Source: an optimization exercise on an open RTL-to-GDS flow (aim: a short achievable clock period and few clock cycles). Production flows keep margins and buffers that such runs may drop.
Function was checked by simulation only, so behaviour that the tests miss may differ from the original.
No activity file was given, so power comes from the tool's default toggle rates.

==> flow/design.v (excerpt) <==
module plio_dec (
    input  wire        clk,
    input  wire        rst,
    input  wire        go,
    input  wire        strict,
    input  wire [15:0] win_start,
    input  wire [15:0] win_count,
    input  wire [15:0] src_len,
    input  wire [15:0] dst_len,
    output reg         lm_re,
    output reg  [15:0] lm_addr,
    input  wire [15:0] lm_rdata,
    output reg         pm_we,
    output reg  [15:0] pm_addr,
    output reg  [31:0] pm_wdata,
    output reg         busy,
    output reg         done,
    output reg  [15:0] result,
    output reg  [3:0]  fcode,
    output reg  [31:0] finfo
);
    localparam [3:0] F_NONE       = 4'd0;
    localparam [3:0] F_SRC_BOUNDS = 4'd2;
    localparam [3:0] F_DST_BOUNDS = 4'd3;
    localparam [3:0] F_BAD_HEADER = 4'd7;
    localparam [3:0] F_BAD_OPCODE = 4'd8;
    localparam [3:0] F_TRUNCATED  = 4'd9;
    localparam [1:0] M_ZERO = 2'd0;    
    localparam [1:0] M_HIGH = 2'd1;    
    localparam [1:0] M_PNL  = 2'd2;    
    localparam QD = 8;                 
    localparam QW = 3;                 
    reg        c_strict;
    reg [15:0] c_start;
    reg [15:0] c_count;
    reg [15:0] c_slen;
    reg [15:0] c_dlen;
    reg [15:0] c_cm1;       
    reg [7:1]  seq;
    reg [15:0] h_ver;
  ...
clock: 12.0 ns
lec_check: 0
abc_clock_period_in_ps: 2500
cap_margin: 20
core_margin: 2
core_utilization: 65
cts_cluster_diameter: 60
cts_cluster_size: 20
place_density: 0.75
slew_margin: 20
standard.sh (not shown) runs the stock make flow with config.mk's settings and CLKGATE_MAP_FILE= SYNTH_SCRIPT=/design/flow/synth_recipe.tcl, a recipe that flattens the netlist after the stock synthesis.
==> flow/flow/run.sh <==
#!/bin/bash
# The standard ORFS layout (the standard.sh) with three changes:
#  - ports are buffered with buf_4 rather than the smallest buffer (a delay
#    cell), so the port buffers do not add delay to the I/O paths;
#  - the resizer may change a cell's footprint (MATCH_CELL_FOOTPRINT 0);
#  - timing repair (after floorplan, CTS and global routing) aims for 9 ns
#    of setup slack, so that the design runs faster than the 12 ns clock.
# The SDC, clock period and I/O constraints are the design's, unchanged.
# The make output goes to standard.log; ORFS keeps each step's log in orfs/logs.
set -euo pipefail
export BUFFER_PORTS_ARGS="-buffer_cell sky130_fd_sc_hd__buf_4"
bash standard.sh SETUP_SLACK_MARGIN=9.0 MATCH_CELL_FOOTPRINT=0 finish > standard.log 2>&1
The first run went through all stages and came out clean.
Testbench counts at the start, summed over its fixed seeds: cycles 301,470.
Next try:
--- a/flow/flow/run.sh
+++ b/flow/flow/run.sh
@@ -2,3 +2,3 @@
 # The standard ORFS layout (the standard.sh) with three changes:
-#  - ports are buffered with buf_4 rather than the smallest buffer (a delay
+#  - ports are buffered with buf_2 rather than the smallest buffer (a delay
 #    cell), so the port buffers do not add delay to the I/O paths;
@@ -10,3 +10,3 @@
 set -euo pipefail
-export BUFFER_PORTS_ARGS="-buffer_cell sky130_fd_sc_hd__buf_4"
+export BUFFER_PORTS_ARGS="-buffer_cell sky130_fd_sc_hd__buf_2"
 bash standard.sh SETUP_SLACK_MARGIN=9.0 MATCH_CELL_FOOTPRINT=0 finish > standard.log 2>&1
Settings changed: CTS_CLUSTER_DIAMETER 60 to not set, CTS_CLUSTER_SIZE 20 to not set.
=> Combinational power decreases by a few percent; wire length increases slightly; design area increases slightly; area after synthesis is unchanged; sequential share of layout area decreases by 0.28 points; critical path depth stays the same; power increases by a little under a tenth.
Next try:
--- a/flow/flow/run.sh
+++ b/flow/flow/run.sh
@@ -2,3 +2,3 @@
 # The standard ORFS layout (the standard.sh) with three changes:
-#  - ports are buffered with buf_2 rather than the smallest buffer (a delay
+#  - ports are buffered with buf_4 rather than the smallest buffer (a delay
 #    cell), so the port buffers do not add delay to the I/O paths;
@@ -10,3 +10,3 @@
 set -euo pipefail
-export BUFFER_PORTS_ARGS="-buffer_cell sky130_fd_sc_hd__buf_2"
+export BUFFER_PORTS_ARGS="-buffer_cell sky130_fd_sc_hd__buf_4"
 bash standard.sh SETUP_SLACK_MARGIN=9.0 MATCH_CELL_FOOTPRINT=0 finish > standard.log 2>&1
- The new run produced a clean layout
- wire length climbs slightly
- via count climbs slightly
- utilization climbs by 1.0 points


plio_dec, a different RTL version from the one above (not shown whole).
Size in the first run: ~1100 flip-flops, ~200 I/O pins, about 52000 um2 of cells after synthesis.
## plio_dec
module plio_dec (
    input  wire        clk,
    input  wire        rst,
    input  wire        go,
    input  wire        strict,
    input  wire [15:0] win_start,
    input  wire [15:0] win_count,
    input  wire [15:0] src_len,
    input  wire [15:0] dst_len,
    output reg         lm_re,
    output reg  [15:0] lm_addr,
    input  wire [15:0] lm_rdata,
    output reg         pm_we,
    output reg  [15:0] pm_addr,
    output reg  [31:0] pm_wdata,
    output reg         busy,
    output reg         done,
    output reg  [15:0] result,
    output reg  [3:0]  fcode,
    output reg  [31:0] finfo
);
export LEC_CHECK = 0
export ABC_CLOCK_PERIOD_IN_PS = 2500
export CAP_MARGIN = 20
export CORE_MARGIN = 2
export CORE_UTILIZATION = 65
export PLACE_DENSITY = 0.75
export SLEW_MARGIN = 20
create_clock -name core_clock -period 12.0 [get_ports {clk}]
==> flow/flow/run.sh <==
#!/bin/bash
# The standard ORFS layout (the standard.sh) with three changes:
#  - ports are buffered with buf_2 rather than the smallest buffer (a delay
#    cell), so the port buffers do not add delay to the I/O paths;
#  - the resizer may change a cell's footprint (MATCH_CELL_FOOTPRINT 0);
#  - timing repair (after floorplan, CTS and global routing) aims for 9 ns
#    of setup slack, so that the design runs faster than the 12 ns clock.
# The SDC, clock period and I/O constraints are the design's, unchanged.
# The make output goes to standard.log; ORFS keeps each step's log in orfs/logs.
set -euo pipefail
export BUFFER_PORTS_ARGS="-buffer_cell sky130_fd_sc_hd__buf_2"
bash standard.sh SETUP_SLACK_MARGIN=9.0 MATCH_CELL_FOOTPRINT=0 finish > standard.log 2>&1
Testbench counts at the start, summed over its fixed seeds: cycles 301,470.
Change:
--- a/flow/flow/run.sh
+++ b/flow/flow/run.sh
@@ -3 +3 @@
-#  - ports are buffered with buf_2 rather than the smallest buffer (a delay
+#  - ports are buffered with buf_4 rather than the smallest buffer (a delay
@@ -11 +11 @@
-export BUFFER_PORTS_ARGS="-buffer_cell sky130_fd_sc_hd__buf_2"
+export BUFFER_PORTS_ARGS="-buffer_cell sky130_fd_sc_hd__buf_4"
Via count rises slightly.
Design area rises slightly.
Fmax is about the same.

-- afterwards: timing with drivers on the ports --
No port has a modelled driver above. Below, the same layouts with a new extraction and two added sets of constraints.
Step 1 sets driving cells, clkbuf_16 on the clock port and buf_2 on the other inputs (assumed; they add their load-dependent delay and slew).
Step 2, shift: input delay + t, output delay - t, t = (earliest + latest rising clock arrival at the registers) / 2. This alone moves slack from input paths to output paths.
a / b / c = no drivers / after step 1 / after step 2; a / b = the first two.
run | shift t [ns] | setup WS [ns] | worst setup path after step 2 | latest minus earliest clock arrival (ns)
the first run of note 1 | 0.712 | 8.324 / 8.283 / 7.847 | input to register | 0.033 / 0.032
the second run of note 1 | 0.745 | 8.359 / 8.287 / 7.717 | input to register | 0.044 / 0.044
the third run of note 1 | 0.757 | 8.331 / 8.253 / 7.823 | input to register | 0.045 / 0.044
the first run of note 2 | 0.746 | 8.412 / 8.344 / 8.198 | input to register | 0.043 / 0.043
the second run of note 2 | 0.744 | 8.412 / 8.342 / 8.234 | input to register | 0.054 / 0.054
After both steps setup and hold are still met in every run listed. The setup slack of the second run of note 1, which loses most, moves by -0.072 ns with the drivers and by -0.642 ns with both steps.
